What follows belongs to an exercise in optimizing a design on an open flow for small area; a production flow would make more cautious choices.
In this exercise RTL edits were held to simulation tests only and were not proved equivalent to the original.
No activity file was given, so power comes from the tool's default toggle rates.

== job 1501 ==
==> flow/design.v <==
module irds_bindlist #(
    parameter CAP = 16
) (
    input  wire        clk,
    input  wire        rst,
    input  wire        wr_en,
    input  wire        wr_wild,
    input  wire [7:0]  wr_code,
    input  wire        wr_present,
    input  wire [15:0] wr_handle,
    output wire        full,
    input  wire [7:0]  key,
    output reg         found,
    output reg         found_present,
    output reg  [3:0]  found_idx,
    input  wire [CAP-1:0] rd_sel,
    output reg  [15:0]    rd_handle
);
    reg [4:0]  count;
    reg        wild;
    reg [3:0]  wpos;
    reg [7:0]  code    [0:CAP-1];
    reg        present [0:CAP-1];
    reg [15:0] handle  [0:CAP-1];
    assign full      = count[4];
    always @(posedge clk) begin
        if (rst) begin
            count <= 5'd0;
            wild  <= 1'b0;
        end else if (wr_en) begin
            count <= count + 5'd1;
            if (wr_wild && !wild) begin
                wild <= 1'b1;
                wpos <= count[3:0];
            end
        end
    end
    always @(posedge clk) begin
        if (wr_en) begin
            code[count[3:0]]    <= wr_code;
            present[count[3:0]] <= wr_present;
            handle[count[3:0]]  <= wr_handle;
        end
    end
    integer j;
    always @(*) begin
        rd_handle = 16'd0;
        for (j = 0; j < CAP; j = j + 1)
            rd_handle = rd_handle | (handle[j] & {16{rd_sel[j]}});
    end
    integer i;
    always @(*) begin
        found         = 1'b0;
        found_present = 1'b0;
        found_idx     = 4'd0;
        for (i = CAP - 1; i >= 0; i = i - 1) begin
            if (i < count && (code[i] == key || (wild && wpos == i))) begin
                found         = 1'b1;
                found_present = present[i];
                found_idx     = i;
            end
        end
    end
endmodule
module irds_cbfifo #(
    parameter CAP = 16,
    parameter W   = 5
) (
    input  wire         clk,
    input  wire         rst,
    input  wire         push0,
    input  wire [W-1:0] data0,
    input  wire         push1,
    input  wire [W-1:0] data1,
    input  wire         pop,
    output wire         valid,
    output reg  [W-1:0] head,
    output wire [4:0]   count
);
    reg [W-1:0] mem [0:CAP-1];
    reg [4:0]   rd_ptr;
    reg [4:0]   wr_ptr;
    wire [4:0]  cnt = wr_ptr - rd_ptr;
    assign count = cnt;
    assign valid = (wr_ptr != rd_ptr);
    wire [CAP-1:0] rd_dec = {{(CAP-1){1'b0}}, 1'b1} << rd_ptr[3:0];
    integer k;
    always @(*) begin
        head = {W{1'b0}};
        for (k = 0; k < CAP; k = k + 1)
            head = head | (mem[k] & {W{rd_dec[k]}});
    end
    wire do_pop = pop && valid;
    always @(posedge clk) begin
        if (rst) begin
            rd_ptr <= 5'd0;
            wr_ptr <= 5'd0;
        end else begin
            if (do_pop)
                rd_ptr <= rd_ptr + 5'd1;
            wr_ptr <= wr_ptr + {4'd0, push0} + {4'd0, push1};
        end
    end
    wire         first  = push0 || push1;
    wire [W-1:0] data_a = push0 ? data0 : data1;    
    wire [W-1:0] d_even = wr_ptr[0] ? data1 : data_a;
    wire [W-1:0] d_odd  = wr_ptr[0] ? data_a : data1;
    wire [CAP-1:0] wr_dec = {{(CAP-1){1'b0}}, 1'b1} << wr_ptr[3:0];
    integer i;
    always @(posedge clk) begin
        for (i = 0; i < CAP; i = i + 1)
            if ((first && wr_dec[i]) || (push0 && push1 && wr_dec[(i + CAP - 1) % CAP]))
                mem[i] <= (i % 2) ? d_odd : d_even;
    end
endmodule
module irds_ir (
    input  wire        clk,
    input  wire        rst,
    input  wire        ev_valid,
    input  wire [2:0]  ev_op,
    input  wire [31:0] ev_data,
    input  wire [31:0] now_ms,
    output wire        cb_valid,
    output wire [15:0] cb_handle,
    input  wire        cb_ready,
    output reg         conn,
    output reg         proto,
    output wire [2:0]  fault_cause,
    output wire [5:0]  bits,
    output reg  [15:0] addr,
    output reg  [15:0] cmdf,
    output reg         newdg,
    output reg         ac_valid,
    output reg  [7:0]  ac_code
);
    localparam OP_NOP       = 3'd0;
    localparam OP_PULSE     = 3'd1;
    localparam OP_EDGE_MARK = 3'd2;
    localparam OP_EDGE_SPC  = 3'd3;
    localparam OP_CONNECT   = 3'd4;
    localparam OP_BUTTON    = 3'd5;
    localparam OP_QUERY     = 3'd6;
    localparam OP_RCHECK    = 3'd7;
    localparam [14:0] T_BIT1   = 15'd1600;
    localparam [14:0] T_REPEAT = 15'd2700;
    localparam [14:0] T_START  = 15'd12500;
    localparam [31:0] REPEAT_TIMEOUT_MS = 32'd120;
    localparam        CB_CAP = 16;
    reg        f_ins;
    reg        f_bind;
    assign fault_cause = {f_bind, 1'b0, f_ins};
    reg [4:0]  nbits;
    assign bits = {1'b0, nbits};
    reg [30:0] sreg;
    reg [13:0] mark;
    reg [31:0] deadline;
    wire ok         = ev_valid && !f_ins && !f_bind;
    wire pulse_path = ok && conn;
    wire        is_pulse = pulse_path && (ev_op == OP_PULSE || ev_op == OP_EDGE_SPC);
    wire        d_big    = |ev_data[31:14];
    wire [14:0] d_low    = {1'b0, ev_data[13:0]} + {1'b0, (ev_op[1] ? mark : 14'd0)};
    wire c_bit    = !d_big && (d_low < T_REPEAT);
    wire c_bitval = d_low >= T_BIT1;
    wire c_repeat = !d_big && (d_low >= T_REPEAT) && (d_low < T_START);
    wire [4:0] nb1     = nbits + 5'd1;
    wire       in_addr = (nbits < 5'd8);            
    wire       jump    = in_addr && proto && c_bitval;
    wire       last    = (nbits == 5'd31);          
    wire got_bit    = is_pulse && c_bit;
    wire got_dgram  = got_bit && last;
    wire got_repeat = is_pulse && c_repeat;
    wire [7:0] new_code = sreg[14:7];
    wire       bind_op      = ok && (ev_op == OP_BUTTON);
    wire       bind_wild    = ev_data[8];
    wire       bind_kind    = ev_data[9];
    wire       bind_present = ev_data[10];
    wire       bind_legal   = !ev_data[8] || (ev_data[7:0] == 8'd0);
    wire       prs_full, rel_full;
    wire       bind_full    = bind_kind ? rel_full : prs_full;
    wire       bind_wr      = bind_op && bind_legal && !bind_full;
    wire        prs_found, prs_present;
    wire [3:0]  prs_idx;
    wire        rel_found, rel_present;
    wire [3:0]  rel_idx;
    wire [4:0]  cb_head;
    wire [15:0] prs_rd, rel_rd;
    wire [15:0] prs_sel, rel_sel;
    irds_bindlist u_pressed (
        .clk(clk), .rst(rst),
        .wr_en(bind_wr && !bind_kind), .wr_wild(bind_wild), .wr_code(ev_data[7:0]),
        .wr_present(bind_present), .wr_handle(ev_data[31:16]),
        .full(prs_full),
        .key(new_code),
        .found(prs_found), .found_present(prs_present), .found_idx(prs_idx),
        .rd_sel(prs_sel), .rd_handle(prs_rd)
    );
    irds_bindlist u_released (
        .clk(clk), .rst(rst),
        .wr_en(bind_wr && bind_kind), .wr_wild(bind_wild), .wr_code(ev_data[7:0]),
        .wr_present(bind_present), .wr_handle(ev_data[31:16]),
        .full(rel_full),
        .key(ac_code),
        .found(rel_found), .found_present(rel_present), .found_idx(rel_idx),
        .rd_sel(rel_sel), .rd_handle(rel_rd)
    );
    wire [15:0] head_dec = 16'd1 << cb_head[3:0];
    assign prs_sel = cb_head[4] ? 16'd0 : head_dec;
    assign rel_sel = cb_head[4] ? head_dec : 16'd0;
    assign cb_handle = prs_rd | rel_rd;
    wire [4:0] cb_count;
    wire       change    = got_dgram && !(ac_valid && ac_code == new_code);
    wire       rchk      = pulse_path && (ev_op == OP_RCHECK);
    wire       timeout   = rchk && ac_valid && (now_ms > deadline);
    wire want_rel = ((change && ac_valid) || timeout) && rel_found && rel_present;
    wire want_prs = change && prs_found && prs_present;
    wire rel_fits = !cb_count[4];
    wire prs_fits = want_rel ? (cb_count < CB_CAP - 1) : !cb_count[4];
    wire rel_ovf  = want_rel && !rel_fits;
    wire prs_ovf  = want_prs && !rel_ovf && !prs_fits;
    wire ins_ovf  = rel_ovf || prs_ovf;
    wire push_rel = want_rel && rel_fits;
    wire push_prs = want_prs && !ins_ovf;
    irds_cbfifo #(.CAP(CB_CAP), .W(5)) u_cbq (
        .clk(clk), .rst(rst),
        .push0(push_rel), .data0({1'b1, rel_idx}),
        .push1(push_prs), .data1({1'b0, prs_idx}),
        .pop(cb_ready),
        .valid(cb_valid), .head(cb_head), .count(cb_count)
    );
    always @(posedge clk) begin
        if (got_bit) begin
            sreg <= {sreg[29:0], c_bitval};
            if (jump)
                sreg[8:1] <= 8'd0;
        end
        if (got_dgram || got_repeat)
            deadline <= now_ms + REPEAT_TIMEOUT_MS;
        if (ok && ev_op == OP_CONNECT && !conn)
            mark <= 14'd0;
        if (pulse_path && ev_op == OP_EDGE_MARK)
            mark <= d_big ? 14'h3FFF : ev_data[13:0];
    end
    always @(posedge clk) begin
        if (rst) begin
            conn     <= 1'b0;
            proto    <= 1'b0;
            f_ins    <= 1'b0;
            f_bind   <= 1'b0;
            nbits    <= 5'd0;
            addr     <= 16'd0;
            cmdf     <= 16'd0;
            newdg    <= 1'b0;
            ac_valid <= 1'b0;
            ac_code  <= 8'd0;
        end else if (ok) begin
            case (ev_op)
                OP_CONNECT: begin
                    if (!conn) begin
                        conn  <= 1'b1;
                        proto <= ev_data[0];
                    end
                end
                OP_BUTTON: begin
                    if (bind_legal && bind_full)
                        f_bind <= 1'b1;
                end
                OP_QUERY: begin
                    newdg <= 1'b0;
                end
                OP_RCHECK: begin
                    if (timeout) begin
                        if (rel_ovf) begin
                            f_ins <= 1'b1;
                        end else begin
                            ac_valid <= 1'b0;
                            ac_code  <= 8'd0;
                            nbits    <= 5'd0;
                        end
                    end
                end
                default: ;
            endcase
            if (is_pulse) begin
                if (c_bit)
                    nbits <= last ? 5'd0 : jump ? 5'd9 : nb1;
                else
                    nbits <= 5'd0;
                if (got_dgram) begin
                    addr  <= sreg[30:15];
                    cmdf  <= {sreg[14:0], c_bitval};
                    newdg <= 1'b1;
                end
                if (change) begin
                    if (ins_ovf) begin
                        f_ins <= 1'b1;
                    end else begin
                        ac_valid <= 1'b1;
                        ac_code  <= new_code;
                    end
                end
            end
        end
    end
endmodule
export LEC_CHECK = 0
export CAP_MARGIN = 20
export CORE_MARGIN = 2
export CORE_UTILIZATION = 70
export CTS_BUF_LIST = sky130_fd_sc_hd__clkbuf_4
export CTS_CLUSTER_DIAMETER = 40
export CTS_CLUSTER_SIZE = 10
export PLACE_DENSITY = 0.8
export SLEW_MARGIN = 20
create_clock -name core_clock -period 10.0 [get_ports {clk}]
standard.sh (not shown) runs the stock make flow with config.mk's settings and CLKGATE_MAP_FILE= SYNTH_SCRIPT=/design/flow/synth_recipe.tcl, a recipe that flattens the netlist after the stock synthesis.
==> flow/flow/run.sh <==
#!/bin/bash
# The standard layout (standard.sh) with these changes:
#  - synthesis maps the combinational logic with an area-oriented ABC script
#    (flow/abc_speed.script) in place of ORFS's delay-oriented one;
#  - clock tree synthesis inserts no dummy loads;
#  - the port buffers are the smallest buffer, buf_1 (repair may resize them).
# Everything else is ORFS's own scripts and the standard flow's config.mk.
set -euo pipefail
W=$PWD
rm -rf "$W/scripts_alt"
cp -r "$FLOW_HOME/scripts" "$W/scripts_alt"
cp "$W/flow/abc_speed.script" "$W/scripts_alt/abc_speed.script"
export SCRIPTS_DIR="$W/scripts_alt"
export BUFFER_PORTS_ARGS="-inputs -outputs -buffer_cell sky130_fd_sc_hd__buf_1"
export CTS_ARGS="-sink_clustering_enable -repair_clock_nets -sink_clustering_size 10 -sink_clustering_max_diameter 40 -buf_list sky130_fd_sc_hd__clkbuf_4 -dont_use_dummy_load"
bash "$W/standard.sh" > "$W/standard.log" 2>&1
==> flow/flow/abc_speed.script <==
&get -n
&st
&syn2
&dch -f
&nf -p -R 1000
&st
&syn3
&dch -f
&nf -p -R 1000
&st
&syn2
&dch -f
&nf -p -R 1000
&put
topo
stime -c
dnsize -c
> inputs changed (job 1501 -> job 9103)
- CAP_MARGIN: 20 -> 5
- SLEW_MARGIN: 20 -> 5
- PLACE_DENSITY: 0.8 -> 0.7
- CORE_UTILIZATION: 70 -> 60
==> flow/flow/abc_speed.script <==
&get -n
&st
&syn2
&dch -f
&nf -p -R 1000 -F 8 -A 4 -C 32
&st
&syn3
&dch -f
&nf -p -R 1000 -F 8 -A 4 -C 32
&st
&syn2
&dch -f
&nf -p -R 1000 -F 8 -A 4 -C 32
&put
topo
### Flow results
Job 1501: all stages complete, timing, DRC and antenna checks passed
Job 9103 did not stop at any stage, and its layout met the timing, design-rule and antenna checks.
Compared with job 1501, in job 9103 worst-case reg-to-reg path depth decreased about 7%, number of core rows increased 7.
Between job 9103 and job 1501, the share of total power in the clock network figures differ only marginally.
The endpoint arrival time on the critical path in job 9103 was lower than what job 1501 gave.
Job 9103 vs job 1501, origin of the worst setup path: u_cbq.rd_ptr[3] vs u_cbq.rd_ptr[2]
#### Input delta (job 9735 over job 9103)
- SLEW_MARGIN now 20, was 5
- CAP_MARGIN now 20, was 5
==> flow/flow/abc_speed.script <==
&get -n
&st
&syn2
&dch -f
&nf -p -R 1000
&st
&syn3
&dch -f
&nf -p -R 1000
&st
&syn2
&dch -f
&nf -p -R 1000
&put
topo
stime -c
dnsize -c
--- outcome ---
- Looking only at multi-input combinational cell area, and setting everything else aside, the lower value of job 9735 and job 9103 goes to job 9103.
- Diff job 9103 -> job 9735: combinational cell fraction of total power -1.4 points; ratio of final minimum period to clock period +0.86 points; number of non-clock buffers +2.9%; clock network fraction of total power +0.5 points.
- The slew at the pin closest to its max-slew limit number comes out lower for job 9735 vs job 9103.
- Cell count along the critical path: job 9735 vs job 9103 up 1
- Between job 9735 and job 9103, the difference in worst hold slack is negligible.
- On vertical die dimension, job 9735 and job 9103 are basically level.

static timing again, ports no longer ideal:
In the flow no input, the clock included, has a driving cell. The finished layouts below were timed again as built, in two steps.
Step 1 (the two cells are an assumption about what drives the block):
set clk [get_ports {clk}]
set_driving_cell -lib_cell sky130_fd_sc_hd__clkbuf_16 $clk
set_driving_cell -lib_cell sky130_fd_sc_hd__buf_2 [delete_from_list [all_inputs] $clk]
Step 2 also shifts input and output timing later by t, the mid clock arrival at the registers, as if the neighbouring blocks saw the same clock.
a / b / c = ideal / step 1 / step 2; a / b = the first two.
| run | t (ns) | setup slack, ns | hold WS [ns] | clock arrival spread, ns |
|---|---|---|---|---|
| job 1501 | 1.062 | 1.449 / 1.387 / 0.614 | 0.455 / 0.455 / 0.455 | 0.123 / 0.123 |
| job 9103 | 1.040 | 1.571 / 1.505 / 1.472 | 0.454 / 0.454 / 0.454 | 0.172 / 0.172 |
| job 9735 | 1.042 | 1.485 / 1.421 / 0.916 | 0.455 / 0.455 / 0.455 | 0.133 / 0.133 |
After both steps setup and hold are still met in every run listed. For job 1501, which loses most, drivers alone change the setup slack by -0.062 ns; drivers and shift together by -0.835 ns.
